This is an optimization exercise on Yosys and OpenROAD, whose aim is small area, a short achievable clock period and few clock cycles, not a production implementation.
The RTL was checked by simulation tests, not by an equivalence proof against the original design.
Power is estimated from default activity; no workload was simulated.

$ cat flow/config.mk
export PLATFORM = sky130hd
export DESIGN_NAME = lz77_enc
export DESIGN_NICKNAME = lz77_enc
export VERILOG_FILES = /design/flow/design.v
export SDC_FILE = /design/flow/constraint.sdc
export NUM_CORES = 4
export LEC_CHECK = 0
export CAP_MARGIN = 20
export CORE_MARGIN = 2
export CORE_UTILIZATION = 40
export CTS_BUF_LIST = sky130_fd_sc_hd__clkbuf_8
export CTS_CLUSTER_DIAMETER = 80
export CTS_CLUSTER_SIZE = 30
export SLEW_MARGIN = 20
$ cat flow/standard.sh
#!/bin/bash
# synth_recipe.tcl (not shown) runs the flow's synth.tcl, then flattens the netlist and writes it again
# the make line also repeats each setting of config.mk as NAME=value (left out here)
make -C /OpenROAD-flow-scripts/flow DESIGN_CONFIG=/design/flow/config.mk WORK_HOME=/design/flow/orfs CLKGATE_MAP_FILE= SYNTH_SCRIPT=/design/flow/synth_recipe.tcl "${@:-finish}"
$ cat flow/flow/run.sh
#!/bin/bash
# Custom flow: the standard layout, with timing repair aiming for
# 7.3 ns of setup slack instead of the flow default, so that the resizer
# also works on paths that already meet the clock. Logs are kept here.
bash standard.sh SETUP_SLACK_MARGIN=7.3 finish > standard.log 2>&1
$ cat flow/design.v
module lz77_enc (
    input  wire        clk,
    input  wire        rst,              
    input  wire        in_valid,
    output wire        in_ready,
    input  wire [23:0] in_pixel,         
    input  wire        in_last,          
    output wire        out_valid,
    input  wire        out_ready,
    output wire [7:0]  out_byte,
    output wire        out_last          
);
    reg [11:0] pbuf;
    reg [1:0]  pcnt;                     
    reg        plast;                    
    reg        pfirst;                   
    reg        nfirst;                   
    reg        rdy;                      
    reg [67:0] sw;                       
    reg [15:0] alive;                    
    reg [3:0]  cur_len;                  
    reg        flush;                    
    reg        o_valid, s_valid;
    reg [7:0]  o_byte,  s_byte;
    reg        o_last,  s_last;
    wire       have    = (pcnt != 2'd0);
    wire       step    = have && !s_valid;
    wire [3:0] x       = pbuf[11:8];
    wire       is_end  = plast && (pcnt == 2'd1);
    reg [15:0] m;
    integer o;
    always @* begin
        for (o = 0; o < 16; o = o + 1)
            m[o] = (sw[4*o +: 4] == x);
    end
    wire [15:0] a      = alive & m;
    wire        ends   = (cur_len == 4'd9) || (a == 16'd0);
    reg [3:0] best;
    always @* begin
        best = 4'd0;
        for (o = 0; o < 16; o = o + 1)
            if (alive[o]) best = o;
    end
    wire [7:0] tok = (cur_len == 4'd1) ? {1'b0, sw[67:64], 3'b000}
                                       : {1'b1, cur_len[2:0] - 3'd2, best};
    wire emit = !s_valid && (flush || (have && !pfirst && cur_len != 4'd0 && ends));
    wire take_in = in_valid && rdy;
    wire o_free  = !o_valid || out_ready;
    wire [1:0] pcnt_n    = take_in ? 2'd3 : (step ? pcnt - 2'd1 : pcnt);
    wire       s_valid_n = s_valid ? !o_free : (emit && !o_free);
    assign in_ready  = rdy;
    assign out_valid = o_valid;
    assign out_byte  = o_byte;
    assign out_last  = o_last;
    always @(posedge clk) begin
        if (rst) begin
            pcnt    <= 2'd0;
            nfirst  <= 1'b1;
            rdy     <= 1'b1;
            flush   <= 1'b0;
            o_valid <= 1'b0;
            s_valid <= 1'b0;
        end else begin
            pcnt    <= pcnt_n;
            rdy     <= (pcnt_n == 2'd0) || (pcnt_n == 2'd1 && !s_valid_n);
            s_valid <= s_valid_n;
            if (take_in)
                nfirst <= in_last;
            if (!s_valid)
                flush <= step && !pfirst && is_end;
            if (o_free)
                o_valid <= s_valid || emit;
        end
    end
    wire        sw_hold  = !step;
    wire        sw_slide = step && !pfirst;
    wire        sw_seed  = step && pfirst;
    wire [67:0] sw_n = ({68{sw_hold}}  & sw)
                     | ({68{sw_slide}} & {x, sw[67:4]})
                     | ({68{sw_seed}}  & {17{x}});
    wire        restart  = (cur_len == 4'd0) || ends;
    wire [15:0] alive_n  = ({16{sw_hold}} & alive)
                         | ({16{sw_slide}} & m & (alive | {16{restart}}));
    wire        pb_load  = rdy;
    wire        pb_shift = !rdy && step;
    wire        pb_hold  = !rdy && !step;
    wire [11:0] pbuf_n   = ({12{pb_load}}  & {in_pixel[23:20], in_pixel[15:12], in_pixel[7:4]})
                         | ({12{pb_shift}} & {pbuf[7:0], 4'd0})
                         | ({12{pb_hold}}  & pbuf);
    wire        plast_n  = (pb_load & in_last) | (!pb_load & plast);
    wire        pfirst_n = (pb_load & nfirst)  | (pb_hold & pfirst);
    wire        cl_one   = step && (pfirst || restart);
    wire        cl_inc   = step && !pfirst && !restart;
    wire        cl_hold  = !step && !(flush && !s_valid);
    wire [3:0]  cur_len_n = ({4{cl_one}}  & 4'd1)
                          | ({4{cl_inc}}  & (cur_len + 4'd1))
                          | ({4{cl_hold}} & cur_len);
    wire        ob_skid  = o_free && s_valid;
    wire        ob_tok   = o_free && !s_valid;
    wire [7:0]  o_byte_n = ({8{ob_skid}} & s_byte) | ({8{ob_tok}} & tok) | ({8{!o_free}} & o_byte);
    wire        o_last_n = (ob_skid & s_last) | (ob_tok & flush) | (!o_free & o_last);
    always @(posedge clk) begin
        sw    <= sw_n;
        alive <= alive_n;
        pbuf    <= pbuf_n;
        plast   <= plast_n;
        pfirst  <= pfirst_n;
        cur_len <= cur_len_n;
        o_byte  <= o_byte_n;
        o_last  <= o_last_n;
        if (!s_valid) begin
            s_byte <= tok;
            s_last <= flush;
        end
    end
endmodule
$ cat flow/constraint.sdc
create_clock -name core_clock -period 10.0 [get_ports {clk}]
set_input_delay 2.0000 -clock core_clock [delete_from_list [all_inputs] [get_ports {clk}]]
set_output_delay 2.0000 -clock core_clock [all_outputs]
set_load 0.01 [all_outputs]
==> flow_metrics.tcl, run 1 <==
set metrics [dict create \
    fillerInstances 1365 \
    grt_remaining_overflow 0 \
    slew_headroom_pct 40.36 \
    yosysSeqAreaShare_pct 45.49 \
    pre_cts_ws_ps 6027 \
    maxCapViolations 0 \
    max_freq_mhz 343.9 \
    async_reset_ff_share_pct 0 \
    cts_hold_buf 0 \
    antenna_found_initial 0 \
    synth_top_family_by_area "compound AO/OA/AOI/OAI gates" \
    synth_edf_count 10 \
    start_util_pct 40.43 \
    grt_first_pass_wirelength_mm 21.40 \
    netlist.area_leader.share_pct 40.32 \
    ys_warn_count 1 \
    die_area_um2 15500 \
    routed_wl_mm 12.71 \
    synthMuxAreaShare_pct 3.145 \
    post_dp_cell_area_um2 6100 \
    hold-worst-slack_ps 452.2 \
    grt_pass1_vias 4383 \
    num_io_pins 40 \
    clockBufferDepth 2 \
    synth_area_leaders "dfxtp_1 (40%), xor2_1 (9.6%), nand2_1 (8.1%), o21ai_1 (7.4%), a21oi_1 (6.3%)" \
    hp-class "register to register" \
    p_leak_nw 2.678 \
    core-area_um2 14370 \
    numPlacedInstances 833 \
    rsz0062_at_grt "true" \
    grt_use_total_pct 16.82 \
    crit_required_ps 8000 \
    numCtsBuffers 17 \
    finalPower_mw 2.618 \
    drtPass1Iterations 5 \
    critPathTopFamily "flip-flops" \
    htreeDepth 4 \
    fin_tns_setup_ps 0 \
    post-route-min-period_ps 2907 \
    synth_ff_type "dfxtp_1" \
    die_w_um 124.5 \
    setup_ws_ps 7093 \
    grt_max_degree 136 \
    crit_chain "buf_6" \
    crit_fanout 2 \
    synthSimpleGateAreaFrac_pct 14.19 \
    arrival_ps 910 \
    syn_inst 668 \
    rows 44 \
    crit_type "register to output pin" \
    fin_crit_sh_pct 29.07 \
    clkLatencyLatePin_ps 440 \
    hold_violations 0 \
    yosys-top-cells-count "nand2_1 (125), dfxtp_1 (117), o21ai_1 (86)" \
    worst_setup_path_end_kind "output pin" \
    synthDistinctLibCells 53 \
    final_util_pct 46.01 \
    drive_above_1_share_pct 13.10 \
    synth_fp_nets 703 \
    fin_cells 871 \
    wl_per_cell_um 14.59 \
    syn_area_um2 5809 \
    port_buffers 27 \
    gp_congestion 0.8157 \
    syn_area_per_cell_um2 8.697 \
    power_density_nw_per_um2 396.0 \
    hpwl_mm 7.745 \
    cts_sinks 127 \
    final-setup-viol-count 0 \
    synth_xor_area_share_pct 9.800 \
    cts_tree "done" \
    insertedDiodeCount 0 \
    via_per_inst 5.239 \
    tightest_slew_ps 894.6 \
    drt_iter0_drc 276 \
    cpPeakStageDelay_ps 360 \
    finalInstanceArea_um2 6611 \
    peakVddDrop_v 0.0001678 \
    synth_most_common_cell "nand2_1" \
    synth_top_area_cell "dfxtp_1" \
    num_vias 4563 \
    final_antenna_net_count 0 \
    cp_slowest_cell "dfxtp_4" \
    final-max-slew-violation-count 0 \
    area_growth_pct 13.81 \
    drc 0 \
    status "timing/DRC/antenna clean" \
    root_buffer "clkbuf_8" \
    clk_pin_slew_ps 70 \
    synth_fa_ha_area_share_pct 1.292 \
    skew_ps 11.05 \
    cp_num_buf_inv 1 \
    cp-start-kind "register" \
    synth_seq_cells 127 \
    nNetsFinal 709 \
    dieHeight_um 124.5 \
    synth_compound_area_share_pct 20.70 \
]
## registers in the layout, summed over array words and instances (netlist names), 2 cells and up, named ones only
| name | cells |
|---|---|
| alive | 16 |
| cur_len | 4 |
| o_byte | 8 |
| pbuf | 12 |
| pcnt | 2 |
| s_byte | 8 |
| sw | 68 |
## path summary, 6_finish.rpt
kind | startpoint | to | slack (ps) | cells after the start
worst max-delay path | rdy | in_ready | 7090 | 1
worst min-delay path | pbuf[2] | pbuf[2] | 450 | 2
worst min register to register | pbuf[2] | pbuf[2] | 450 | 2
worst max register to register | pbuf[10] | alive[11] | 7510 | 8
## power breakdown
| group | total [mW] | switching, mW | leakage (nW) | internal (mW) |
|---|---|---|---|---|
| combinational | 1.21 | 0.710 | 1.37 | 0.497 |
| sequential | 0.978 | 0.211 | 1.09 | 0.767 |
| clock | 0.434 | 0.192 | 0.222 | 0.242 |
## worst register-to-register path: stages, from the launching register on
cell,delay [ps]
dfxtp_2,450
buf_4,300
xor2_1,210
nor4_2,90
a22oi_1,220
nand4_1,160
nor2_2,340
o21a_2,430
a2bb2oi_1,220
## metal layers
metal | vias to the layer above | part of all wire, % | GRT usage (%)
li1 | 2331 | - | -
met1 | 2151 | 49 | 21.76
met2 | 69 | 47 | 27.07
met3 | 12 | 3.2 | 4.424
met4 | 0 | 1.2 | 6.147
met5 | - | 0 | 0
## cells in the final DEF (no fill, tap or decap), drive strengths merged, types with 2 or more instances in the layout
cell	count
a211oi	2
a21oi	73
a22oi	8
a2bb2oi	16
and2	5
buf	22
bufinv	2
clkbuf	21
clkdlybuf4s50	15
clkinv	4
dfxtp	117
edfxtp	10
ha	6
inv	19
mux2	2
mux2i	16
nand2	125
nand3	2
nand4	2
nor2	11
nor2b	3
nor3	3
nor4	19
o211ai	2
o21a	2
o21ai	90
o31a	2
o31ai	2
o41ai	3
or3	2
or4	2
xor2	64
## logic make-up after synthesis
logic type                 Yosys count
DFF                                127
adders and majority gates            6
buffers and inverters               66
xor gates and xnor gates            65
and+or+nand+nor                    177
AOI/OAI and AO/OA                  209
muxes                               18
## cell type report
cell class                 instances  area, um2  area share, %
timing repair buffer              38      372.9          5.640
tap                              184      230.2          3.482
sequential                       127       2664          40.29
clock buffer                      21      289.0          4.372
inverter                          14      52.55         0.7949
clock inverter                    11      98.84          1.495
multi-input combinational        476       2904          43.93
## timing repair
action	in CTS	in global routing
setup buffers	3	2
setup endpoints to repair	42	36
gates resized for setup	69	11
cloned	0	1
pin swaps	0	2
Testbench counts, summed over its fixed seeds: cycles 70,407.
==> run 2, diff against run 1 <==
==> flow/flow/run.sh (replaced) <==
#!/bin/bash
# Custom flow: the standard layout, with timing repair aiming for
# 7.3 ns of setup slack instead of the flow default, so that the resizer
# also works on paths that already meet the clock, and a clock tree built
# without dummy loads. Logs are kept here.
bash standard.sh SETUP_SLACK_MARGIN=7.3 \
  "CTS_ARGS=-sink_clustering_enable -repair_clock_nets -dont_use_dummy_load -sink_clustering_size 64 -sink_clustering_max_diameter 300 -buf_list sky130_fd_sc_hd__clkbuf_16" \
  finish > standard.log 2>&1
==> flow_metrics.tcl, run 2 <==
set metrics [dict create \
    r2r-start "pbuf[10]" \
    cpPeakStageDelay_ps 350 \
    pre_cts_ws_ps 6027 \
    status "timing/DRC/antenna clean" \
    area_growth_pct 14.47 \
    arrival_ps 870 \
    p_leak_nw 2.684 \
    synth_fp_nets 703 \
    setup_ws_ps 7131 \
    grt_pass1_vias 4347 \
    final_util_pct 46.28 \
    fillerInstances 1356 \
    regArea_um2 2664 \
    grt_use_total_pct 17.00 \
    multi_input_area_um2 2900 \
    num_vias 4539 \
    start_util_pct 40.43 \
    hp-class "register to register" \
    drive_above_1_share_pct 11.76 \
    synth_seq_cells 127 \
    skew_ps 12.43 \
    synth_top_area_cell "dfxtp_1" \
    cts_hold_buf 0 \
    final_common_cell "nand2_1" \
    dieHeight_um 124.5 \
    routed_wl_mm 12.62 \
    peakVddDrop_v 0.0001655 \
    hold-path-cell-count 2 \
    yosysSeqAreaShare_pct 45.49 \
    antenna_found_initial 0 \
    insertedDiodeCount 0 \
    drc 0 \
    syn_area_um2 5809 \
    crit_type "register to output pin" \
    reg2regPathDepth 8 \
    yosys-top-cells-count "nand2_1 (125), dfxtp_1 (117), o21ai_1 (86)" \
    post-route-min-period_ps 2869 \
    tightest_slew_ps 853.1 \
    port_buffers 27 \
    syn_inst 668 \
    r2r-end "alive[2]" \
    crit_fanout 2 \
    hpwl_mm 7.745 \
    via_per_inst 5.303 \
    wl_per_cell_um 14.75 \
    clockBufferDepth 2 \
    synth_most_common_cell "nand2_1" \
    fin_cells 856 \
    worst_setup_path_end_kind "output pin" \
    nNetsFinal 709 \
    cp_slowest_cell "dfxtp_4" \
    max_freq_mhz 348.5 \
    rows 44 \
    fin_tns_setup_ps 0 \
    synth_area_leaders "dfxtp_1 (40%), xor2_1 (9.6%), nand2_1 (8.1%), o21ai_1 (7.4%), a21oi_1 (6.3%)" \
    hold_violations 0 \
    slew_headroom_pct 43.12 \
    cp.depth 1 \
    clkLatencyLatePin_ps 410 \
    clk_pin_slew_ps 50 \
    core-area_um2 14370 \
    netlist.area_leader.share_pct 40.32 \
    power_density_nw_per_um2 399.9 \
    final-setup-viol-count 0 \
    cts_sinks 127 \
    grt_first_pass_wirelength_mm 21.49 \
    synthDistinctLibCells 53 \
    top_regs "sw: 68 flops, alive: 16 flops, pbuf: 12 flops" \
    grt_remaining_overflow 0 \
    final_cell_mix "nand2_1 (124), dfxtp_1 (104), o21ai_1 (86)" \
    top_register "sw" \
    cp-start-kind "register" \
    syn_area_per_cell_um2 8.697 \
    numPlacedInstances 833 \
    cts_tree "done" \
    largest_reg_flops 68 \
    num_io_pins 40 \
    numCtsBuffers 17 \
    gp_congestion 0.8157 \
    htreeDepth 4 \
    min_to "pbuf[2]" \
    ys_warn_count 1 \
    regToRegSetupSlack_ps 7510 \
    synth_edf_count 10 \
    final_antenna_net_count 0 \
    die_w_um 124.5 \
    critPathTopFamily "flip-flops" \
    finalPower_mw 2.660 \
    maxCapViolations 0 \
    fin_crit_sh_pct 28.69 \
    root_buffer "clkbuf_16" \
    async_reset_ff_share_pct 0 \
    grt_max_degree 136 \
    drtPass1Iterations 5 \
    min_from "pbuf[2]" \
    crit_chain "buf_6" \
    final-max-slew-violation-count 0 \
    rsz0062_at_grt "true" \
    synth_ff_type "dfxtp_1" \
    cp_num_buf_inv 1 \
    drt_iter0_drc 315 \
    crit_required_ps 8000 \
    die_area_um2 15500 \
]
## run 2: cells by family after synthesis
group,Yosys count,share of synthesized area (%)
AO/OA/AOI/OAI,209,20.70
XOR/XNOR,65,9.800
flip-flops,127,45.49
multiplexers,18,3.144
adder cells (fa/ha/maj),6,1.292
buffers and inverters,66,5.384
AND/OR/NAND/NOR,177,14.19
## run 2: what timing repair did
action / 4_1_cts / 5_1_grt
pin swaps: 0 / 1
gates cloned: 0 / 1
buffers inserted: 3 / 2
endpoints found under the setup margin: 42 / 41
hold endpoints to repair: 0 / 0
resized for setup: 69 / 12
## run 2: worst max path at each step
stage,startpoint,endpoint,slack (ps)
after floorplan,out_ready,rdy,7300
final,rdy,in_ready,7130
after global placement,out_ready,o_byte[1],6060
after detailed placement,out_ready,o_byte[1],6030
after CTS,out_ready,o_byte[1],7050
after global routing,rdy,in_ready,7100
## run 2: layout make-up
cell class | count | area share, %
multi-input cells | 476 | 43.61
flip-flops and latches | 127 | 40.06
clock buffers | 17 | 6.397
repair buffers | 38 | 5.682
well taps | 184 | 3.462
inverters | 14 | 0.7902
## run 2: where the power goes
part,switching [mW],internal [mW]
combinational,0.704,0.496
clock,0.188,0.293
sequential,0.210,0.768
total,1.10,1.56
## run 2: metrics by stage
step | hold WS [ps] | instance area (um2)
2_1_floorplan | 426.4 | 5814
3_3_place_gp | 436.1 | 6100
3_5_place_dp | 443.7 | 6100
4_1_cts | 453.6 | 6580
5_1_grt | 472.2 | 6650
6_report | 450.2 | 6650
## run 2: layer usage
metal,GRT usage (%),vias to the layer above,part of all wire [%]
li1,-,2321,-
met1,21.79,2111,48
met2,27.48,90,47
met3,3.737,17,3.4
met4,7.601,0,1.9
met5,0,-,0
==> run 3, diff against run 2 <==
==> flow/flow/run.sh (replaced) <==
#!/bin/bash
# Custom flow: the standard layout, with timing repair aiming for
# 7.3 ns of setup slack instead of the flow default, so that the resizer
# also works on paths that already meet the clock, and a clock tree built
# without dummy loads. Logs are kept here.
bash standard.sh SETUP_SLACK_MARGIN=7.3 \
  "CTS_ARGS=-sink_clustering_enable -repair_clock_nets -dont_use_dummy_load -sink_clustering_size 30 -sink_clustering_max_diameter 80 -buf_list sky130_fd_sc_hd__clkbuf_8" \
  finish > standard.log 2>&1
==> flow_metrics.tcl, run 3 <==
set metrics [dict create \
    port_buffers 27 \
    grt_use_met3_pct 4.253 \
    ys_warn_count 1 \
    fin_crit_sh_pct 29.04 \
    regToRegSetupSlack_ps 7510 \
    syn_inst 668 \
    maxCapViolations 0 \
    num_io_pins 40 \
    syn_area_um2 5809 \
    die_w_um 124.5 \
    async_reset_ff_share_pct 0 \
    rows 44 \
    r2r-start "pbuf[10]" \
    crit_type "register to output pin" \
    synth_area_leaders "dfxtp_1 (40%), xor2_1 (9.6%), nand2_1 (8.1%), o21ai_1 (7.4%), a21oi_1 (6.3%)" \
    final-setup-viol-count 0 \
    cts_hold_buf 0 \
    drt_iter0_drc 305 \
    cpPeakStageDelay_ps 350 \
    grt_max_degree 136 \
    synth_fp_nets 703 \
    worst_setup_path_end_kind "output pin" \
    tightest_slew_ps 886.1 \
    start_util_pct 40.43 \
    p_leak_nw 2.587 \
    fin_tns_setup_ps 0 \
    final_cell_mix "nand2_1 (124), dfxtp_1 (104), o21ai_1 (86)" \
    crit_fanout 2 \
    yosys-top-cells-count "nand2_1 (125), dfxtp_1 (117), o21ai_1 (86)" \
    grt_pass1_vias 4330 \
    numCtsBuffers 17 \
    top_register "sw" \
    grt_first_pass_wirelength_mm 21.21 \
    synth_top_area_cell "dfxtp_1" \
    synth_seq_cells 127 \
    gr-usage-met1_pct 21.64 \
    hold_violations 0 \
    top_usage_layer "met2" \
    area_growth_pct 11.20 \
    crit_start "rdy" \
    largest_reg_flops 68 \
    cp_num_buf_inv 1 \
    hp-class "register to register" \
    hold-worst-slack_ps 451.3 \
    skew_ps 19.17 \
    cts_tree "done" \
    final_antenna_net_count 0 \
    finalPower_mw 2.494 \
    syn_area_per_cell_um2 8.697 \
    status "timing/DRC/antenna clean" \
    drc 0 \
    die_area_um2 15500 \
    cts_sinks 127 \
    min_from "o_byte[2]" \
    clk_pin_slew_ps 70 \
    arrival_ps 900 \
    clkLatencyLatePin_ps 440 \
    max_freq_mhz 344.3 \
    final_common_cell "nand2_1" \
    wl_per_cell_um 14.66 \
    root_buffer "clkbuf_8" \
    met2_usage_pct 26.90 \
    routed_wl_mm 12.55 \
    drive_above_1_share_pct 11.90 \
    crit_required_ps 8000 \
    critPathTopFamily "flip-flops" \
    grt_use_total_pct 16.71 \
    cp_slowest_cell "dfxtp_4" \
    numPlacedInstances 833 \
    rsz0062_at_grt "true" \
    dieHeight_um 124.5 \
    grt_remaining_overflow 0 \
    final-max-slew-violation-count 0 \
    peakVddDrop_v 0.0001542 \
    finalInstanceArea_um2 6460 \
    core-area_um2 14370 \
    via_per_inst 5.290 \
    nNetsFinal 709 \
    power_density_nw_per_um2 386.1 \
    yosysSeqAreaShare_pct 45.49 \
    cp-start-kind "register" \
    clockBufferDepth 2 \
    insertedDiodeCount 0 \
    htreeDepth 4 \
    post-route-min-period_ps 2904 \
    gp_congestion 0.8157 \
    slew_headroom_pct 40.93 \
    synth_ff_type "dfxtp_1" \
    top_regs "sw: 68 flops, alive: 16 flops, pbuf: 12 flops" \
    drtPass1Iterations 4 \
    synth_edf_count 10 \
    fin_cells 856 \
    synth_most_common_cell "nand2_1" \
    synthDistinctLibCells 53 \
    post_dp_cell_area_um2 6100 \
    netlist.area_leader.share_pct 40.32 \
    num_vias 4528 \
    hpwl_mm 7.745 \
    crit_chain "buf_6" \
    antenna_found_initial 0 \
]
[run 3: cell counts after synthesis]
No cell type changed its count.
[run 3: final cells by class]
| cell class | count | area [um2] |
|---|---|---|
| clock buffers | 17 | 234.0 |
| fillers | 1380 | 7909 |
| inverters | 14 | 52.55 |
| multi-input cells | 476 | 2904 |
| flip-flops and latches | 127 | 2664 |
| well taps | 184 | 230.2 |
| repair buffers | 38 | 375.4 |
[run 3: through the flow]
stage / utilization [%] / setup slack [ps]
after floorplan: - / 7300
after global routing: 44.96 / 7052
after CTS: 44.46 / 7061
after global placement: 42.45 / 6063
after detailed placement: 42.45 / 6027
final: 44.96 / 7096
[run 3: final timing paths]
| check | to | cells after the start |
|---|---|---|
| worst max-delay path | in_ready | 1 |
| worst min-delay path | o_byte[2] | 2 |
| worst max register to register | alive[11] | 8 |
| worst min register to register | o_byte[2] | 2 |
[run 3: worst register-to-register path, cell delays in order (launching register included)]
cell       delay (ps)
dfxtp_2           440
buf_4             320
xor2_1            210
nor4_2             90
a22oi_1           210
nand4_1           160
nor2_2            340
o21a_2            420
a2bb2oi_1         220
[run 3: cell families after synthesis]
group / synth area share [%]
AOI/OAI and AO/OA: 20.70
and+or+nand+nor: 14.19
DFF: 45.49
buffers and inverters: 5.384
xor gates and xnor gates: 9.800
muxes: 3.144
adders and majority gates: 1.292
[run 3: power by group]
part | switching [mW] | internal (mW)
combinational | 0.704 | 0.496
clock | 0.168 | 0.149
sequential | 0.209 | 0.767
total | 1.08 | 1.41
[run 3: routing by layer]
layer	wire, um	part of all wire [%]
met5	0	0
met4	223	1.8
met3	388	3.1
met2	5781	46
met1	6153	49
[run 3: timing repair]
item / CTS / global route
gates resized for setup: 69 / 12
pin swaps: 0 / 2
gates cloned: 0 / 1
buffers inserted: 3 / 2
endpoints found under the setup margin: 42 / 39
==> run 4, diff against run 3 <==
==> flow/flow/run.sh (replaced) <==
#!/bin/bash
# Custom flow: the standard layout, with timing repair aiming for
# 7.3 ns of setup slack instead of the flow default, so that the resizer
# also works on paths that already meet the clock, and a clock tree built
# without dummy loads. Logs are kept here.
bash standard.sh SETUP_SLACK_MARGIN=7.3 \
  "CTS_ARGS=-sink_clustering_enable -repair_clock_nets -dont_use_dummy_load -sink_clustering_size 30 -sink_clustering_max_diameter 80 -root_buf sky130_fd_sc_hd__clkbuf_16 -buf_list sky130_fd_sc_hd__clkbuf_8" \
  finish > standard.log 2>&1
--- a/flow/config.mk
+++ b/flow/config.mk
@@ -7,7 +7,7 @@
 export LEC_CHECK = 0
 export CAP_MARGIN = 20
 export CORE_MARGIN = 2
-export CORE_UTILIZATION = 40
+export CORE_UTILIZATION = 65
 export CTS_BUF_LIST = sky130_fd_sc_hd__clkbuf_8
 export CTS_CLUSTER_DIAMETER = 80
 export CTS_CLUSTER_SIZE = 30
==> flow_metrics.tcl, run 4 <==
set metrics [dict create \
    grt_use_total_pct 26.40 \
    synth_area_leaders "dfxtp_1 (40%), xor2_1 (9.6%), nand2_1 (8.1%), o21ai_1 (7.4%), a21oi_1 (6.3%)" \
    synth_top_family_by_area "compound AO/OA/AOI/OAI gates" \
    insertedDiodeCount 0 \
    synthMuxAreaShare_pct 3.145 \
    port_buffers 27 \
    gp_congestion 0.8911 \
    start_util_pct 66.94 \
    post-route-min-period_ps 2817 \
    crit_chain "buf_6" \
    power_density_nw_per_um2 394.3 \
    cpPeakStageDelay_ps 350 \
    antenna_found_initial 0 \
    num_io_pins 40 \
    num_vias 4584 \
    largest_reg_flops 68 \
    skew_ps 21.05 \
    nNetsFinal 710 \
    async_reset_ff_share_pct 0 \
    peakVddDrop_v 0.0002691 \
    syn_inst 668 \
    grt_pass1_vias 4167 \
    rows 34 \
    regToRegSetupSlack_ps 7400 \
    drt_iter0_drc 245 \
    top_regs "sw: 68 flops, alive: 16 flops, pbuf: 12 flops" \
    synth_edf_count 10 \
    core-area_um2 8678 \
    grt_remaining_overflow 0 \
    cp_num_buf_inv 1 \
    numPlacedInstances 756 \
    pre_cts_ws_ps 5996 \
    final_cell_mix "nand2_1 (124), dfxtp_1 (103), o21ai_1 (86)" \
    cp-start-kind "register" \
    arrival_ps 820 \
    tightest_slew_ps 879.0 \
    status "timing/DRC/antenna clean" \
    synth_top_area_cell "dfxtp_1" \
    dieHeight_um 98.54 \
    final_antenna_net_count 0 \
    ys_warn_count 1 \
    yosys-top-cells-count "nand2_1 (125), dfxtp_1 (117), o21ai_1 (86)" \
    hp-class "register to register" \
    final_common_cell "nand2_1" \
    synth_xor_area_share_pct 9.800 \
    fin_cells 781 \
    worst_setup_path_end_kind "output pin" \
    root_buffer "clkbuf_16" \
    cts_sinks 127 \
    final-max-slew-violation-count 0 \
    fin_tns_setup_ps 0 \
    clockBufferDepth 2 \
    routed_wl_mm 12.48 \
    grt_first_pass_wirelength_mm 20.64 \
    critPathTopFamily "flip-flops" \
    synth_fa_ha_area_share_pct 1.292 \
    synth_fp_nets 703 \
    numCtsBuffers 17 \
    grt_max_degree 136 \
    area_growth_pct 9.477 \
    die_w_um 98.54 \
    crit_type "register to output pin" \
    yosysSeqAreaShare_pct 45.49 \
    synth_most_common_cell "nand2_1" \
    hpwl_mm 7.678 \
    via_per_inst 5.869 \
    fin_crit_sh_pct 28.17 \
    finalPower_mw 2.508 \
    cts_tree "done" \
    setup_ws_ps 7183 \
    final-setup-viol-count 0 \
    synth_compound_area_share_pct 20.70 \
    clkLatencyLatePin_ps 360 \
    synthSimpleGateAreaFrac_pct 14.19 \
    crit_fanout 2 \
    rsz0062_at_grt "true" \
    hold-worst-slack_ps 448.2 \
    top_register "sw" \
    syn_area_per_cell_um2 8.697 \
    fillerInstances 661 \
    wl_per_cell_um 15.98 \
    maxCapViolations 0 \
    synthDistinctLibCells 53 \
    die_area_um2 9709 \
    netlist.area_leader.share_pct 40.32 \
    synth_ff_type "dfxtp_1" \
    cp_slowest_cell "dfxtp_4" \
    crit_required_ps 8000 \
    hold_violations 0 \
    slew_headroom_pct 41.40 \
    drc 0 \
    syn_area_um2 5809 \
    drive_above_1_share_pct 11.74 \
    synth_seq_cells 127 \
    drtPass1Iterations 4 \
    htreeDepth 4 \
    p_leak_nw 2.583 \
    clk_pin_slew_ps 60 \
    max_freq_mhz 355.0 \
]
[run 4: cell count changes in the layout (fill, tap and decap cells not counted), sizes merged]
cell           delta
dlygate4sd2       +3
dlymetal6s2s      -2
clkdlybuf4s50     -1
buf               +1
[run 4: area by class of cell]
class / instances / area (um2) / share of cell area (%)
Multi-Input combinational cell: 476 / 2885 / 45.37
Tap cell: 108 / 135.1 / 2.125
Timing Repair Buffer: 39 / 374.1 / 5.882
Clock buffer: 17 / 245.2 / 3.856
Inverter: 14 / 52.55 / 0.8263
Sequential cell: 127 / 2668 / 41.94
[run 4: timing repair]
| action | in CTS | in global routing |
|---|---|---|
| pin swaps | 2 | 0 |
| cloned | 1 | 0 |
| gates resized for setup | 78 | 3 |
| setup buffers | 5 | 2 |
| endpoints found under the setup margin | 42 | 13 |
| hold buffers | 0 | 0 |
[run 4: power breakdown]
part | switching [mW] | internal [mW] | total [mW]
clock network | 0.167 | 0.160 | 0.326
logic | 0.686 | 0.495 | 1.18
registers | 0.232 | 0.768 | 1.00
[run 4: worst register-to-register path: stages (launching register included)]
cell	delay, ps
dfxtp_2	530
buf_4	300
xor2_1	90
nor4_1	470
a22oi_1	200
nand4_1	150
nor2_2	100
or4_4	520
o211ai_2	170
[run 4: cell families (layout without fill, tap and decap cells)]
kind of cell	Yosys count	after routing
compound gates	209	209
xor+xnor	65	65
fa+ha+maj	6	6
buf+inv	66	70
flops	127	127
mux	18	18
simple gates	177	178
[run 4: layer usage]
layer,vias up,track usage (%),share of wire (%)
li1,2323,-,-
met1,2134,36.97,47
met2,112,41.60,47
met3,15,5.745,4.9
met4,0,7.376,1.2
met5,-,0,0
[run 4: metrics by stage]
step / area (um2) / util [%]
after floorplan: 5814 / -
after global placement: 5997 / 69.10
after detailed placement: 5997 / 69.10
after CTS: 6330 / 72.94
after global routing: 6360 / 73.28
final: 6360 / 73.28
[run 4: final timing paths]
kind,from,endpoint,depth (start not counted)
worst max-delay path,rdy,in_ready,1
worst min-delay path,pbuf[3],pbuf[3],2
worst max register to register,pbuf[10],cur_len[3],8
worst min register to register,pbuf[3],pbuf[3],2
==> run 5, diff against run 4 <==
--- a/flow/config.mk
+++ b/flow/config.mk
@@ -7,7 +7,7 @@
 export LEC_CHECK = 0
 export CAP_MARGIN = 20
 export CORE_MARGIN = 2
-export CORE_UTILIZATION = 65
+export CORE_UTILIZATION = 40
 export CTS_BUF_LIST = sky130_fd_sc_hd__clkbuf_8
 export CTS_CLUSTER_DIAMETER = 80
 export CTS_CLUSTER_SIZE = 30
==> flow_metrics.tcl, run 5 <==
set metrics [dict create \
    status "timing/DRC/antenna clean" \
    syn_inst 668 \
    regToRegSetupSlack_ps 7520 \
    hpwl_mm 7.745 \
    tightest_slew_ps 878.7 \
    die_w_um 124.5 \
    synth_fp_nets 703 \
    drt_iter0_drc 283 \
    synth_ff_type "dfxtp_1" \
    grt_use_total_pct 16.86 \
    worst_setup_path_end_kind "output pin" \
    wl_per_cell_um 14.63 \
    cp_num_buf_inv 1 \
    die_area_um2 15500 \
    cp_slowest_cell "dfxtp_4" \
    power_density_nw_per_um2 387.4 \
    syn_area_per_cell_um2 8.697 \
    arrival_ps 830 \
    fillerInstances 1389 \
    crit_required_ps 8000 \
    fin_tns_setup_ps 0 \
    clk_pin_slew_ps 70 \
    num_vias 4527 \
    crit_chain "buf_6" \
    slew_headroom_pct 41.42 \
    pre_cts_ws_ps 6027 \
    p_leak_nw 2.578 \
    crit_fanout 2 \
    nNetsFinal 709 \
    skew_ps 18.23 \
    fin_cells 856 \
    routed_wl_mm 12.52 \
    grt_first_pass_wirelength_mm 21.35 \
    clkLatencyLatePin_ps 360 \
    max_freq_mhz 353.7 \
    maxCapViolations 0 \
    synthDistinctLibCells 53 \
    post-route-min-period_ps 2827 \
    numPlacedInstances 833 \
    min_from "o_byte[2]" \
    numCtsBuffers 17 \
    cts_tree "done" \
    core-area_um2 14370 \
    synth_area_leaders "dfxtp_1 (40%), xor2_1 (9.6%), nand2_1 (8.1%), o21ai_1 (7.4%), a21oi_1 (6.3%)" \
    cts_sinks 127 \
    final_cell_mix "nand2_1 (124), dfxtp_1 (104), o21ai_1 (86)" \
    r2r-start "pbuf[10]" \
    synth_most_common_cell "nand2_1" \
    synth_seq_cells 127 \
    port_buffers 27 \
    hp-class "register to register" \
    gp_congestion 0.8157 \
    synth_edf_count 10 \
    final_common_cell "nand2_1" \
    antenna_found_initial 0 \
    setup_ws_ps 7173 \
    top_register "sw" \
    num_io_pins 40 \
    cpPeakStageDelay_ps 350 \
    drc 0 \
    htreeDepth 4 \
    reg2regPathDepth 8 \
    drive_above_1_share_pct 11.90 \
    hold_violations 0 \
    final_antenna_net_count 0 \
    insertedDiodeCount 0 \
    clockBufferDepth 2 \
    root_buffer "clkbuf_16" \
    grt_pass1_vias 4346 \
    via_per_inst 5.289 \
    rsz0062_at_grt "true" \
    start_util_pct 40.43 \
    final-setup-viol-count 0 \
    netlist.area_leader.share_pct 40.32 \
    yosysSeqAreaShare_pct 45.49 \
    cp-start-kind "register" \
    hold-path-cell-count 2 \
    peakVddDrop_v 0.0001556 \
    synth_top_area_cell "dfxtp_1" \
    top_regs "sw: 68 flops, alive: 16 flops, pbuf: 12 flops" \
    largest_reg_flops 68 \
    drtPass1Iterations 6 \
    cts_hold_buf 0 \
    rows 44 \
    grt_remaining_overflow 0 \
    area_growth_pct 11.24 \
    dieHeight_um 124.5 \
    r2r-end "alive[11]" \
    min_to "o_byte[2]" \
    syn_area_um2 5809 \
    critPathTopFamily "flip-flops" \
    hold-worst-slack_ps 451.0 \
    yosys-top-cells-count "nand2_1 (125), dfxtp_1 (117), o21ai_1 (86)" \
    async_reset_ff_share_pct 0 \
    final-max-slew-violation-count 0 \
    ys_warn_count 1 \
    crit_type "register to output pin" \
    fin_crit_sh_pct 28.27 \
    grt_max_degree 136 \
]
-- run 5: stage by stage --
| step | area (um2) | utilization [%] | power [mW] |
|---|---|---|---|
| after floorplan | 5814 | - | 1.886 |
| after global placement | 6100 | 42.45 | 2.107 |
| after detailed placement | 6100 | 42.45 | 2.142 |
| after CTS | 6435 | 44.78 | 2.503 |
| after global routing | 6462 | 44.98 | 2.714 |
| final | 6462 | 44.98 | 2.504 |
-- run 5: layer usage --
layer / track usage [%] / share of wire (%)
met1: 21.64 / 48
met4: 6.015 / 1.3
met5: 0 / 0
met3: 4.381 / 3.2
met2: 27.45 / 47
-- run 5: final cells by class --
cell class	instances	area (um2)	share of cell area [%]
sequential	127	2664	41.22
timing repair buffer	38	366.6	5.673
tap	184	230.2	3.562
inverter	14	52.55	0.8132
clock buffer	17	245.2	3.795
multi-input combinational	476	2904	44.94
-- run 5: worst max path at each step --
stage	end	cells past startpoint	start	slack, ps
after CTS	in_ready	1	rdy	7040
final	in_ready	1	rdy	7170
after global routing	in_ready	1	rdy	7140
after floorplan	rdy	5	out_ready	7300
after detailed placement	o_byte[1]	4	out_ready	6030
after global placement	o_byte[1]	4	out_ready	6060
-- run 5: kinds of logic after synthesis --
kind of cell    share of synthesized area, %
buf+inv                                5.384
flops                                  45.49
simple gates                           14.19
compound gates                         20.70
mux                                    3.144
fa+ha+maj                              1.292
xor+xnor                               9.800
-- run 5: repair_timing --
action	CTS	global route
setup buffers	5	0
gates resized for setup	74	8
endpoints found under the setup margin	42	29
cloned	1	0
pin swaps	3	0
-- run 5: power breakdown --
| group | internal (mW) | total [mW] | switching (mW) | leakage (nW) |
|---|---|---|---|---|
| Sequential | 0.767 | 0.976 | 0.209 | 1.09 |
| Clock | 0.160 | 0.327 | 0.167 | 0.127 |
| Combinational | 0.496 | 1.20 | 0.704 | 1.36 |
| Total | 1.42 | 2.50 | 1.08 | 2.58 |
==> run 6, diff against run 5 <==
==> flow/flow/run.sh (replaced) <==
#!/bin/bash
# Custom flow: the standard layout, with timing repair aiming for
# 7.45 ns of setup slack instead of the flow default, so that the resizer
# also works on paths that already meet the clock, and a clock tree built
# without dummy loads. Logs are kept here.
bash standard.sh SETUP_SLACK_MARGIN=7.45 \
  "CTS_ARGS=-sink_clustering_enable -repair_clock_nets -dont_use_dummy_load -sink_clustering_size 30 -sink_clustering_max_diameter 80 -root_buf sky130_fd_sc_hd__clkbuf_16 -buf_list sky130_fd_sc_hd__clkbuf_8" \
  finish > standard.log 2>&1
--- a/flow/config.mk
+++ b/flow/config.mk
@@ -7,7 +7,7 @@
 export LEC_CHECK = 0
 export CAP_MARGIN = 20
 export CORE_MARGIN = 2
-export CORE_UTILIZATION = 40
+export CORE_UTILIZATION = 80
 export CTS_BUF_LIST = sky130_fd_sc_hd__clkbuf_8
 export CTS_CLUSTER_DIAMETER = 80
 export CTS_CLUSTER_SIZE = 30
==> flow_metrics.tcl, run 6 <==
set metrics [dict create \
    status "timing/DRC/antenna clean" \
    grt_pass1_vias 4571 \
    synth_fp_nets 703 \
    final_common_cell "nand2_1" \
    worst_setup_path_end_kind "output pin" \
    htreeDepth 4 \
    worstSetupEndpoint "out_byte[0]" \
    top_regs "sw: 68 flops, alive: 16 flops, pbuf: 12 flops" \
    rsz0062_at_grt "true" \
    crit_required_ps 8000 \
    nNetsFinal 710 \
    final_antenna_net_count 0 \
    drive_above_1_share_pct 12.93 \
    via_per_inst 6.426 \
    fin_crit_sh_pct 28.20 \
    antenna_found_initial 0 \
    grt_remaining_overflow 0 \
    netlist.area_leader.share_pct 40.32 \
    final-max-slew-violation-count 0 \
    synth_ff_type "dfxtp_1" \
    synth_top_area_cell "dfxtp_1" \
    critPathTopFamily "flip-flops" \
    synth_most_common_cell "nand2_1" \
    clk_pin_slew_ps 70 \
    grt_first_pass_wirelength_mm 22.02 \
    port_buffers 27 \
    post_dp_cell_area_um2 5986 \
    max_freq_mhz 354.6 \
    drtPass1Iterations 5 \
    cp-start-kind "register" \
    clockBufferDepth 2 \
    async_reset_ff_share_pct 0 \
    area_growth_pct 10.19 \
    crit_fanout 2 \
    synth_seq_cells 127 \
    gp_congestion 0.8768 \
    fin_tns_setup_ps 0 \
    start_util_pct 81.40 \
    rows 31 \
    num_io_pins 40 \
    syn_area_per_cell_um2 8.697 \
    core-area_um2 7137 \
    grt_max_degree 124 \
    slew_headroom_pct 42.99 \
    synth_area_leaders "dfxtp_1 (40%), xor2_1 (9.6%), nand2_1 (8.1%), o21ai_1 (7.4%), a21oi_1 (6.3%)" \
    finalInstanceArea_um2 6401 \
    num_vias 4961 \
    ys_warn_count 1 \
    r2r-start "pbuf[11]" \
    finalPower_mw 2.611 \
    min_from "nfirst" \
    die_w_um 89.22 \
    r2r-end "cur_len[3]" \
    multi_input_area_um2 2928 \
    dieHeight_um 89.22 \
    syn_area_um2 5809 \
    grt_use_total_pct 36.36 \
    wl_per_cell_um 18.59 \
    regArea_um2 2670 \
    yosys-top-cells-count "nand2_1 (125), dfxtp_1 (117), o21ai_1 (86)" \
    arrival_ps 820 \
    top_register "sw" \
    p_leak_nw 2.592 \
    power_density_nw_per_um2 407.8 \
    cp_slowest_cell "dfxtp_2" \
    clkLatencyLatePin_ps 370 \
    post-route-min-period_ps 2820 \
    drt_iter0_drc 567 \
    yosysSeqAreaShare_pct 45.49 \
    numCtsBuffers 17 \
    fillerInstances 360 \
    cp.depth 1 \
    routed_wl_mm 14.35 \
    syn_inst 668 \
    crit_start "o_byte[0]" \
    reg2regPathDepth 8 \
    tightest_slew_ps 855.1 \
    final-setup-viol-count 0 \
    peakVddDrop_v 0.0002560 \
    hold_violations 0 \
    final_cell_mix "nand2_1 (124), dfxtp_1 (103), o21ai_1 (88)" \
    crit_type "register to output pin" \
    insertedDiodeCount 0 \
    root_buffer "clkbuf_16" \
    synth_edf_count 10 \
    hpwl_mm 8.016 \
    regToRegSetupSlack_ps 7550 \
    maxCapViolations 0 \
    cts_tree "done" \
    skew_ps 28.67 \
    die_area_um2 7959 \
    drc 0 \
    largest_reg_flops 68 \
    cpPeakStageDelay_ps 360 \
    crit_chain "buf_6" \
    synthDistinctLibCells 53 \
    hp-class "register to register" \
    cp_num_buf_inv 1 \
    cts_sinks 127 \
]
## run 6: changes by cell type in the layout (fill, tap and decap cells not counted), sizes merged
cell and delta:
buf +2, clkdlybuf4s50 -1
## run 6: repair_timing
item | 4_1_cts | 5_1_grt
endpoints found under the hold margin | 0 | 0
pin swaps | 3 | 0
setup endpoints to repair | 45 | 31
setup buffers | 7 | 1
gates cloned | 1 | 0
resized for setup | 83 | 9
hold buffers | 0 | 0
## run 6: report_power, final
part	internal [mW]	total (mW)	leakage, nW	switching [mW]
registers	0.770	1.02	1.09	0.253
clock network	0.160	0.327	0.127	0.167
logic	0.505	1.26	1.37	0.755
## run 6: cell type report
class                           count  area share, %
Multi-Input combinational cell    476          45.74
Sequential cell                   127          41.71
Timing Repair Buffer               39          5.962
Clock buffer                       17          3.831
Tap cell                           99          1.935
Inverter                           14         0.8210
## run 6: cell families after synthesis
| kind of cell | Yosys count | synth area share, % |
|---|---|---|
| flip-flops | 127 | 45.49 |
| XOR/XNOR | 65 | 9.800 |
| AND/OR/NAND/NOR | 177 | 14.19 |
| multiplexers | 18 | 3.144 |
| AO/OA/AOI/OAI | 209 | 20.70 |
| buffers and inverters | 66 | 5.384 |
| adder cells (fa/ha/maj) | 6 | 1.292 |
## run 6: worst min path at each step
stage | depth (start not counted) | slack, ps | end
2_1_floorplan | 2 | 430 | pfirst
3_3_place_gp | 2 | 430 | o_byte[6]
3_5_place_dp | 2 | 440 | pfirst
4_1_cts | 2 | 450 | pfirst
5_1_grt | 2 | 480 | o_byte[6]
6_report | 2 | 450 | pfirst
## run 6: through the flow
| stage | hold slack, ps | setup WS, ps | utilization, % | cells |
|---|---|---|---|---|
| finish | 452.6 | 7180 | 89.69 | 772 |
| global route | 478.1 | 7151 | 89.69 | 772 |
| CTS | 454.3 | 7186 | 88.92 | 771 |
| detailed placement | 439.7 | 6457 | 83.87 | 746 |
| global placement | 434.0 | 6460 | 83.87 | 746 |
| floorplan | 426.4 | 7404 | - | 668 |
## run 6: per-layer routing
layer / up-vias / wire length (um) / track usage (%)
li1: 2325 / - / -
met1: 2335 / 5759 / 46.20
met2: 254 / 7105 / 59.39
met3: 47 / 1082 / 9.049
met4: 0 / 401 / 15.20
met5: - / 0 / 0
==> run 7, diff against run 6 <==
==> flow/flow/run.sh (replaced) <==
#!/bin/bash
# Custom flow: the standard layout, with timing repair aiming for
# 7.3 ns of setup slack instead of the flow default, so that the resizer
# also works on paths that already meet the clock, and a clock tree built
# without dummy loads. Logs are kept here.
bash standard.sh SETUP_SLACK_MARGIN=7.3 \
  "CTS_ARGS=-sink_clustering_enable -repair_clock_nets -dont_use_dummy_load -sink_clustering_size 30 -sink_clustering_max_diameter 80 -root_buf sky130_fd_sc_hd__clkbuf_16 -buf_list sky130_fd_sc_hd__clkbuf_4" \
  finish > standard.log 2>&1
--- a/flow/config.mk
+++ b/flow/config.mk
@@ -7,7 +7,7 @@
 export LEC_CHECK = 0
 export CAP_MARGIN = 20
 export CORE_MARGIN = 2
-export CORE_UTILIZATION = 80
+export CORE_UTILIZATION = 40
 export CTS_BUF_LIST = sky130_fd_sc_hd__clkbuf_8
 export CTS_CLUSTER_DIAMETER = 80
 export CTS_CLUSTER_SIZE = 30
==> flow_metrics.tcl, run 7 <==
set metrics [dict create \
    status "timing/DRC/antenna clean" \
    r2r-start "pbuf[11]" \
    post-route-min-period_ps 2838 \
    slew_headroom_pct 42.48 \
    rows 44 \
    yosys-top-cells-count "nand2_1 (125), dfxtp_1 (117), o21ai_1 (86)" \
    port_buffers 27 \
    finalPower_mw 2.426 \
    insertedDiodeCount 0 \
    netlist.area_leader.share_pct 40.32 \
    fin_crit_sh_pct 28.38 \
    grt_max_degree 136 \
    critPathTopFamily "flip-flops" \
    arrival_ps 840 \
    cpPeakStageDelay_ps 370 \
    cp_num_buf_inv 1 \
    cts_sinks 127 \
    start_util_pct 40.43 \
    async_reset_ff_share_pct 0 \
    cts_tree "done" \
    fin_cells 857 \
    multi_input_area_um2 2904 \
    numCtsBuffers 17 \
    fillerInstances 1404 \
    final-setup-viol-count 0 \
    maxCapViolations 0 \
    worst_setup_path_end_kind "output pin" \
    hold-worst-slack_ps 454.1 \
    crit_fanout 2 \
    hold_violations 0 \
    gp_congestion 0.8157 \
    core-area_um2 14370 \
    largest_reg_flops 68 \
    area_growth_pct 9.649 \
    final_antenna_net_count 0 \
    top_register "sw" \
    drt_iter0_drc 306 \
    drtPass1Iterations 5 \
    grt_first_pass_wirelength_mm 21.38 \
    synth_top_area_cell "dfxtp_1" \
    rsz0062_at_grt "true" \
    grt_remaining_overflow 0 \
    synth_ff_type "dfxtp_1" \
    synthDistinctLibCells 53 \
    nNetsFinal 710 \
    hpwl_mm 7.745 \
    peakVddDrop_v 0.0001567 \
    synth_fp_nets 703 \
    cp_slowest_cell "dfxtp_4" \
    numPlacedInstances 833 \
    clockBufferDepth 2 \
    drc 0 \
    cp-start-kind "register" \
    final_common_cell "nand2_1" \
    num_io_pins 40 \
    antenna_found_initial 0 \
    tightest_slew_ps 862.9 \
    final_cell_mix "nand2_1 (124), dfxtp_1 (104), o21ai_1 (86)" \
    via_per_inst 5.277 \
    routed_wl_mm 12.57 \
    setup_ws_ps 7162 \
    synth_most_common_cell "nand2_1" \
    skew_ps 26.05 \
    root_buffer "clkbuf_16" \
    crit_type "register to output pin" \
    syn_area_um2 5809 \
    grt_pass1_vias 4332 \
    regArea_um2 2664 \
    min_from "o_byte[2]" \
    final_util_pct 44.33 \
    clkLatencyLatePin_ps 360 \
    pre_cts_ws_ps 6027 \
    power_density_nw_per_um2 380.9 \
    htreeDepth 4 \
    finalInstanceArea_um2 6370 \
    cts_hold_buf 0 \
    fin_tns_setup_ps 0 \
    drive_above_1_share_pct 12.04 \
    clk_pin_slew_ps 100 \
    die_area_um2 15500 \
    ys_warn_count 1 \
    synth_area_leaders "dfxtp_1 (40%), xor2_1 (9.6%), nand2_1 (8.1%), o21ai_1 (7.4%), a21oi_1 (6.3%)" \
    die_w_um 124.5 \
    syn_inst 668 \
    wl_per_cell_um 14.67 \
    hp-class "register to register" \
    post_dp_cell_area_um2 6100 \
    num_vias 4522 \
    dieHeight_um 124.5 \
    synth_seq_cells 127 \
    top_regs "sw: 68 flops, alive: 16 flops, pbuf: 12 flops" \
    crit_start "rdy" \
    crit_required_ps 8000 \
    synth_edf_count 10 \
    syn_area_per_cell_um2 8.697 \
    p_leak_nw 2.542 \
    max_freq_mhz 352.3 \
    crit_chain "buf_6" \
    final-max-slew-violation-count 0 \
    grt_use_total_pct 16.92 \
    yosysSeqAreaShare_pct 45.49 \
]
==> run 7: cell counts after synthesis <==
Identical to the previous run, type by type.
==> run 7: power breakdown <==
group	internal (mW)	switching [mW]	total [mW]
Clock	0.0929	0.156	0.249
Combinational	0.498	0.705	1.20
Sequential	0.766	0.209	0.975
==> run 7: kinds of logic (layout without fill, tap and decap cells) <==
family                   Yosys count  after routing  share of synthesized area [%]
AO/OA/AOI/OAI                    209            209                          20.70
AND/OR/NAND/NOR                  177            178                          14.19
flip-flops                       127            127                          45.49
buffers and inverters             66             70                          5.384
XOR/XNOR                          65             65                          9.800
multiplexers                      18             18                          3.144
adder cells (fa/ha/maj)            6              6                          1.292
==> run 7: worst register-to-register path, cell delays in order, from the launching register on <==
cell and delay [ps]:
dfxtp_1 320, buf_4 310, xor2_1 120, nor4_1 500, a22oi_1 220, nand4_1 170
nor2_2 110, or4_4 510, o211ai_2 160
==> run 7: final cells by class <==
cell class	instances	area share [%]
timing repair buffer	39	5.873
inverter	14	0.8250
clock buffer	17	2.279
sequential	127	41.82
tap	184	3.614
multi-input combinational	476	45.59
==> run 7: per-layer routing <==
| metal | up-vias | wire (um) | track usage (%) |
|---|---|---|---|
| met4 | 0 | 145 | 6.147 |
| met5 | - | 0 | 0 |
| met3 | 7 | 377 | 4.639 |
| li1 | 2319 | - | - |
| met2 | 55 | 6009 | 27.48 |
| met1 | 2141 | 6035 | 21.56 |
==> run 7: path summary, 6_finish.rpt <==
kind         slack [ps]          to  cells after the start
max                7160    in_ready                      1
min                 450   o_byte[2]                      2
max reg2reg        7530  cur_len[3]                      8
min reg2reg         450   o_byte[2]                      2
==> run 7: what timing repair did <==
item | in CTS | in global routing
endpoints found under the setup margin | 42 | 29
pin swaps | 3 | 0
setup buffers | 5 | 1
gates resized for setup | 74 | 8
cloned | 1 | 0
==> run 8, diff against run 7 <==
--- a/flow/config.mk
+++ b/flow/config.mk
@@ -7,7 +7,7 @@
 export LEC_CHECK = 0
 export CAP_MARGIN = 20
 export CORE_MARGIN = 2
-export CORE_UTILIZATION = 40
+export CORE_UTILIZATION = 55
 export CTS_BUF_LIST = sky130_fd_sc_hd__clkbuf_8
 export CTS_CLUSTER_DIAMETER = 80
 export CTS_CLUSTER_SIZE = 30
==> flow_metrics.tcl, run 8 <==
set metrics [dict create \
    largest_reg_flops 68 \
    drc 0 \
    ys_warn_count 1 \
    cts_sinks 127 \
    crit_type "register to output pin" \
    start_util_pct 56.53 \
    final-setup-viol-count 0 \
    synth_fa_ha_area_share_pct 1.292 \
    status "timing/DRC/antenna clean" \
    synth_area_leaders "dfxtp_1 (40%), xor2_1 (9.6%), nand2_1 (8.1%), o21ai_1 (7.4%), a21oi_1 (6.3%)" \
    fin_tns_setup_ps 0 \
    crit_chain "buf_6" \
    netlist.area_leader.share_pct 40.32 \
    power.share.combinational_pct 50.1 \
    synth_top_area_cell "dfxtp_1" \
    htreeDepth 4 \
    max_freq_mhz 353.2 \
    die_w_um 106.8 \
    final_cell_mix "nand2_1 (124), dfxtp_1 (105), o21ai_1 (86)" \
    clkLatencyLatePin_ps 370 \
    drt_iter0_drc 351 \
    synth_most_common_cell "nand2_1" \
    post-route-min-period_ps 2831 \
    final_util_pct 61.35 \
    nNetsFinal 712 \
    wl_per_cell_um 15.80 \
    yosys-top-cells-count "nand2_1 (125), dfxtp_1 (117), o21ai_1 (86)" \
    arrival_ps 830 \
    hpwl_mm 7.994 \
    hold_violations 0 \
    maxCapViolations 0 \
    tightest_slew_ps 870.3 \
    worst_setup_path_end_kind "output pin" \
    intPower_mw 1.354 \
    async_reset_ff_share_pct 0 \
    skew_ps 30.07 \
    rows 37 \
    grt_remaining_overflow 0 \
    syn_area_um2 5809 \
    clockBufferDepth 2 \
    synth_seq_cells 127 \
    synth_xor_area_share_pct 9.800 \
    final-max-slew-violation-count 0 \
    synth_fp_nets 703 \
    cts_tree "done" \
    top_register "sw" \
    antenna_found_initial 0 \
    clk_pin_slew_ps 90 \
    power.share.switching_pct 44.36 \
    final_common_cell "nand2_1" \
    power_frac_clock_pct 10.4 \
    fin_crit_sh_pct 28.31 \
    cpPeakStageDelay_ps 360 \
    cp_slowest_cell "dfxtp_4" \
    final_antenna_net_count 0 \
    top_regs "sw: 68 flops, alive: 16 flops, pbuf: 12 flops" \
    synthMuxAreaShare_pct 3.145 \
    grt_max_degree 74 \
    synth_top_family_by_area "compound AO/OA/AOI/OAI gates" \
    numCtsBuffers 17 \
    core-area_um2 10280 \
    via_per_inst 5.599 \
    grt_use_total_pct 24.18 \
    power.switching_mw 1.079 \
    syn_inst 668 \
    cp-start-kind "register" \
    rsz0062_at_grt "true" \
    root_buffer "clkbuf_16" \
    yosysSeqAreaShare_pct 45.49 \
    hold-worst-slack_ps 454.6 \
    cp_num_buf_inv 1 \
    syn_area_per_cell_um2 8.697 \
    synth_compound_area_share_pct 20.70 \
    synth_edf_count 10 \
    crit_required_ps 8000 \
    hp-class "register to register" \
    synth_ff_type "dfxtp_1" \
    area_growth_pct 8.529 \
    num_io_pins 40 \
    p_leak_nw 2.550 \
    insertedDiodeCount 0 \
    gp_congestion 0.7913 \
    grt_first_pass_wirelength_mm 21.52 \
    num_vias 4541 \
    port_buffers 27 \
    peakVddDrop_v 0.0003090 \
    grt_pass1_vias 4372 \
    synthDistinctLibCells 53 \
    seqPwrFrac_pct 39.5 \
    routed_wl_mm 12.82 \
    critPathTopFamily "flip-flops" \
    crit_fanout 2 \
    die_area_um2 11400 \
    power_density_nw_per_um2 385.9 \
    synthSimpleGateAreaFrac_pct 14.19 \
    slew_headroom_pct 41.98 \
    drive_above_1_share_pct 11.85 \
    dieHeight_um 106.8 \
    drtPass1Iterations 5 \
]
[run 8: cell counts after synthesis]
No cell type changed its count.
[run 8: worst paths after layout]
| kind | end | start | cells after the start | slack [ps] |
|---|---|---|---|---|
| worst max register to register | cur_len[3] | pbuf[8] | 8 | 7500 |
| worst max-delay path | in_ready | rdy | 1 | 7170 |
| worst min-delay path | o_byte[2] | o_byte[2] | 2 | 450 |
| worst min register to register | o_byte[2] | o_byte[2] | 2 | 450 |
[run 8: power by group through the flow]
stage          clock network, mW  logic (mW)  registers [mW]
6_report                   0.254        1.22           0.960
5_1_grt                    0.281        1.37           0.994
4_1_cts                    0.261        1.22           0.959
3_5_place_dp                   0        1.18           0.970
3_3_place_gp                   0        1.15           0.962
2_1_floorplan                  0       0.972           0.914
[run 8: final cells by class]
type	count	area [um2]
clock buffer	17	145.1
fill	985	3973
inverter	14	52.55
multi-input combinational	476	2892
sequential	127	2660
tap	136	170.2
timing repair buffer	41	385.4
[run 8: through the flow]
| stage | instance area (um2) | worst slack (ps) | cells | power, mW |
|---|---|---|---|---|
| 5_1_grt | 6305 | 7129 | 811 | 2.641 |
| 6_report | 6305 | 7169 | 811 | 2.433 |
| 2_1_floorplan | 5814 | 7300 | 668 | 1.886 |
| 3_3_place_gp | 6047 | 6040 | 786 | 2.114 |
| 4_1_cts | 6297 | 7149 | 811 | 2.437 |
| 3_5_place_dp | 6047 | 6017 | 786 | 2.151 |
[run 8: metal layers]
layer	global-route usage [%]	vias up	routed length (um)
li1	-	2314	-
met1	33.57	2125	6300
met2	37.40	91	5850
met3	6.505	11	546
met4	6.401	0	119
met5	0	-	0
[run 8: kinds of logic after synthesis]
kind of cell	Yosys count
adder cells (fa/ha/maj)	6
buffers and inverters	66
multiplexers	18
AND/OR/NAND/NOR	177
AO/OA/AOI/OAI	209
flip-flops	127
XOR/XNOR	65
[run 8: repair_timing]
action / in CTS / in global routing
buffers inserted: 7 / 0
gates resized for setup: 76 / 2
hold endpoints to repair: 0 / 0
endpoints found under the setup margin: 23 / 29
pin swaps: 3 / 0
gates cloned: 1 / 0
hold buffers: 0 / 0
==> run 9, diff against run 8 <==
--- a/flow/config.mk
+++ b/flow/config.mk
@@ -7,7 +7,7 @@
 export LEC_CHECK = 0
 export CAP_MARGIN = 20
 export CORE_MARGIN = 2
-export CORE_UTILIZATION = 55
+export CORE_UTILIZATION = 65
 export CTS_BUF_LIST = sky130_fd_sc_hd__clkbuf_8
 export CTS_CLUSTER_DIAMETER = 80
 export CTS_CLUSTER_SIZE = 30
==> flow_metrics.tcl, run 9 <==
set metrics [dict create \
    post-route-min-period_ps 2817 \
    min_from "pbuf[3]" \
    area_growth_pct 7.754 \
    nNetsFinal 710 \
    crit_start "rdy" \
    hp-class "register to register" \
    num_io_pins 40 \
    final_cell_mix "nand2_1 (124), dfxtp_1 (103), o21ai_1 (86)" \
    cts_tree "done" \
    routed_wl_mm 12.22 \
    cts_sinks 127 \
    numCtsBuffers 17 \
    clkLatencyLatePin_ps 360 \
    synth_area_leaders "dfxtp_1 (40%), xor2_1 (9.6%), nand2_1 (8.1%), o21ai_1 (7.4%), a21oi_1 (6.3%)" \
    synthDistinctLibCells 53 \
    r2r-start "pbuf[10]" \
    async_reset_ff_share_pct 0 \
    ys_warn_count 1 \
    synth_top_area_cell "dfxtp_1" \
    final_antenna_net_count 0 \
    grt_remaining_overflow 0 \
    rows 34 \
    yosysSeqAreaShare_pct 45.49 \
    max_freq_mhz 355.0 \
    cpPeakStageDelay_ps 360 \
    synth_edf_count 10 \
    synth_ff_type "dfxtp_1" \
    die_w_um 98.54 \
    finalInstanceArea_um2 6260 \
    rsz0062_at_grt "true" \
    grt_max_degree 136 \
    cts_hold_buf 0 \
    port_buffers 27 \
    fin_tns_setup_ps 0 \
    arrival_ps 820 \
    largest_reg_flops 68 \
    post_dp_cell_area_um2 5997 \
    tightest_slew_ps 880.2 \
    p_leak_nw 2.542 \
    fin_crit_sh_pct 28.17 \
    netlist.area_leader.share_pct 40.32 \
    root_buffer "clkbuf_16" \
    synth_most_common_cell "nand2_1" \
    crit_required_ps 8000 \
    setup_ws_ps 7183 \
    core-area_um2 8678 \
    status "timing/DRC/antenna clean" \
    syn_area_um2 5809 \
    critPathTopFamily "flip-flops" \
    start_util_pct 66.94 \
    final-setup-viol-count 0 \
    crit_chain "buf_6" \
    pre_cts_ws_ps 5996 \
    hold-worst-slack_ps 452.7 \
    syn_inst 668 \
    grt_pass1_vias 4109 \
    gp_congestion 0.8911 \
    top_regs "sw: 68 flops, alive: 16 flops, pbuf: 12 flops" \
    syn_area_per_cell_um2 8.697 \
    insertedDiodeCount 0 \
    synth_seq_cells 127 \
    hpwl_mm 7.678 \
    cp-start-kind "register" \
    cp_slowest_cell "dfxtp_4" \
    drc 0 \
    final_common_cell "nand2_1" \
    drtPass1Iterations 5 \
    slew_headroom_pct 41.32 \
    yosys-top-cells-count "nand2_1 (125), dfxtp_1 (117), o21ai_1 (86)" \
    num_vias 4510 \
    crit_fanout 2 \
    clockBufferDepth 2 \
    worst_setup_path_end_kind "output pin" \
    top_register "sw" \
    wl_per_cell_um 15.65 \
    synth_fp_nets 703 \
    maxCapViolations 0 \
    antenna_found_initial 0 \
    power_density_nw_per_um2 386.7 \
    peakVddDrop_v 0.0002954 \
    drt_iter0_drc 267 \
    die_area_um2 9709 \
    final_util_pct 72.13 \
    grt_use_total_pct 25.96 \
    clk_pin_slew_ps 90 \
    crit_type "register to output pin" \
    final-max-slew-violation-count 0 \
    via_per_inst 5.775 \
    htreeDepth 4 \
    skew_ps 39.14 \
    dieHeight_um 98.54 \
    grt_first_pass_wirelength_mm 20.37 \
    cp_num_buf_inv 1 \
    hold_violations 0 \
    drive_above_1_share_pct 11.74 \
]
run 9: cell counts after synthesis:
No cell type changed its count.
run 9: cell families after synthesis:
group | count (synthesis) | synth area share, %
AOI/OAI and AO/OA | 209 | 20.70
and+or+nand+nor | 177 | 14.19
DFF | 127 | 45.49
buffers and inverters | 66 | 5.384
xor gates and xnor gates | 65 | 9.800
muxes | 18 | 3.144
adders and majority gates | 6 | 1.292
run 9: layout make-up:
cell class	instances	area (um2)
flip-flops and latches	127	2668
fillers	674	2419
multi-input cells	476	2885
inverters	14	52.55
repair buffers	39	374.1
clock buffers	17	145.1
well taps	108	135.1
run 9: layer usage:
| metal | routed length [um] | share of wire [%] | GRT usage [%] | vias up |
|---|---|---|---|---|
| met1 | 6081 | 50 | 37.34 | 2096 |
| met3 | 461 | 3.8 | 6.028 | 13 |
| met2 | 5570 | 46 | 40.24 | 75 |
| met5 | 0 | 0 | 0 | - |
| li1 | - | - | - | 2326 |
| met4 | 106 | 0.87 | 5.796 | 0 |
run 9: path summary, 6_finish.rpt:
kind	slack (ps)	endpoint	cells after the start
worst max-delay path	7180	in_ready	1
worst max register to register	7390	cur_len[3]	8
worst min register to register	450	pbuf[3]	2
worst min-delay path	450	pbuf[3]	2
run 9: per-stage QoR:
stage                     cells  power [mW]
after floorplan             668       1.886
after global placement      756       2.090
after detailed placement    756       2.138
after CTS                   779       2.411
after global routing        781       2.614
final                       781       2.421
run 9: report_power, final:
group | internal [mW] | switching (mW) | leakage [nW]
logic | 0.494 | 0.680 | 1.37
registers | 0.767 | 0.233 | 1.09
clock network | 0.0929 | 0.154 | 0.0859
total | 1.35 | 1.07 | 2.54
run 9: what timing repair did:
item                                   CTS  global route
endpoints found under the hold margin    0             0
gates resized for setup                 78             3
buffers inserted                         5             2
setup endpoints to repair               42            19
cloned                                   1             0
pin swaps                                2             0

[what the ideal ports hide]
Ports are ideal in the flow. The routed layouts listed here were re-timed in OpenROAD. Step 1 sets driving cells, clkbuf_16 on the clock port and buf_2 on the other inputs (assumed; they add their load-dependent delay and slew). Step 2 adds t to the input delays and takes it off the output delays; t is the mean of the earliest and latest rising clock arrival at the registers after step 1. Input paths then give back, and output paths get back, about the clock's delay inside the block. a / b / c = ideal ports / drivers / drivers and shift; a / b = the first two.
| run | shift t [ns] | setup WS [ns] | worst setup path after step 2 | slew at the worst register clock pin (ns) | worst slew at a driven data input, ns |
|---|---|---|---|---|---|
| run 1 | 0.466 | 7.093 / 7.058 / 6.879 | input to register | 0.07 / 0.07 | 0.04 |
| run 2 | 0.450 | 7.131 / 7.088 / 7.043 | input to register | 0.05 / 0.05 | 0.04 |
| run 3 | 0.461 | 7.096 / 7.062 / 6.904 | input to register | 0.07 / 0.07 | 0.04 |
| run 4 | 0.385 | 7.183 / 7.146 / 6.921 | input to register | 0.07 / 0.07 | 0.03 |
| run 5 | 0.393 | 7.173 / 7.131 / 7.033 | input to register | 0.07 / 0.07 | 0.04 |
| run 6 | 0.392 | 7.180 / 7.142 / 7.114 | input to register | 0.08 / 0.08 | 0.04 |
| run 7 | 0.391 | 7.162 / 7.119 / 7.040 | input to register | 0.10 / 0.10 | 0.04 |
| run 8 | 0.390 | 7.169 / 7.131 / 7.035 | input to register | 0.11 / 0.11 | 0.03 |
| run 9 | 0.374 | 7.183 / 7.146 / 6.945 | input to register | 0.11 / 0.11 | 0.03 |
After both steps every run listed still meets setup and hold. The setup slack of run 4, which loses most, moves by -0.037 ns with the drivers and by -0.262 ns with both steps.
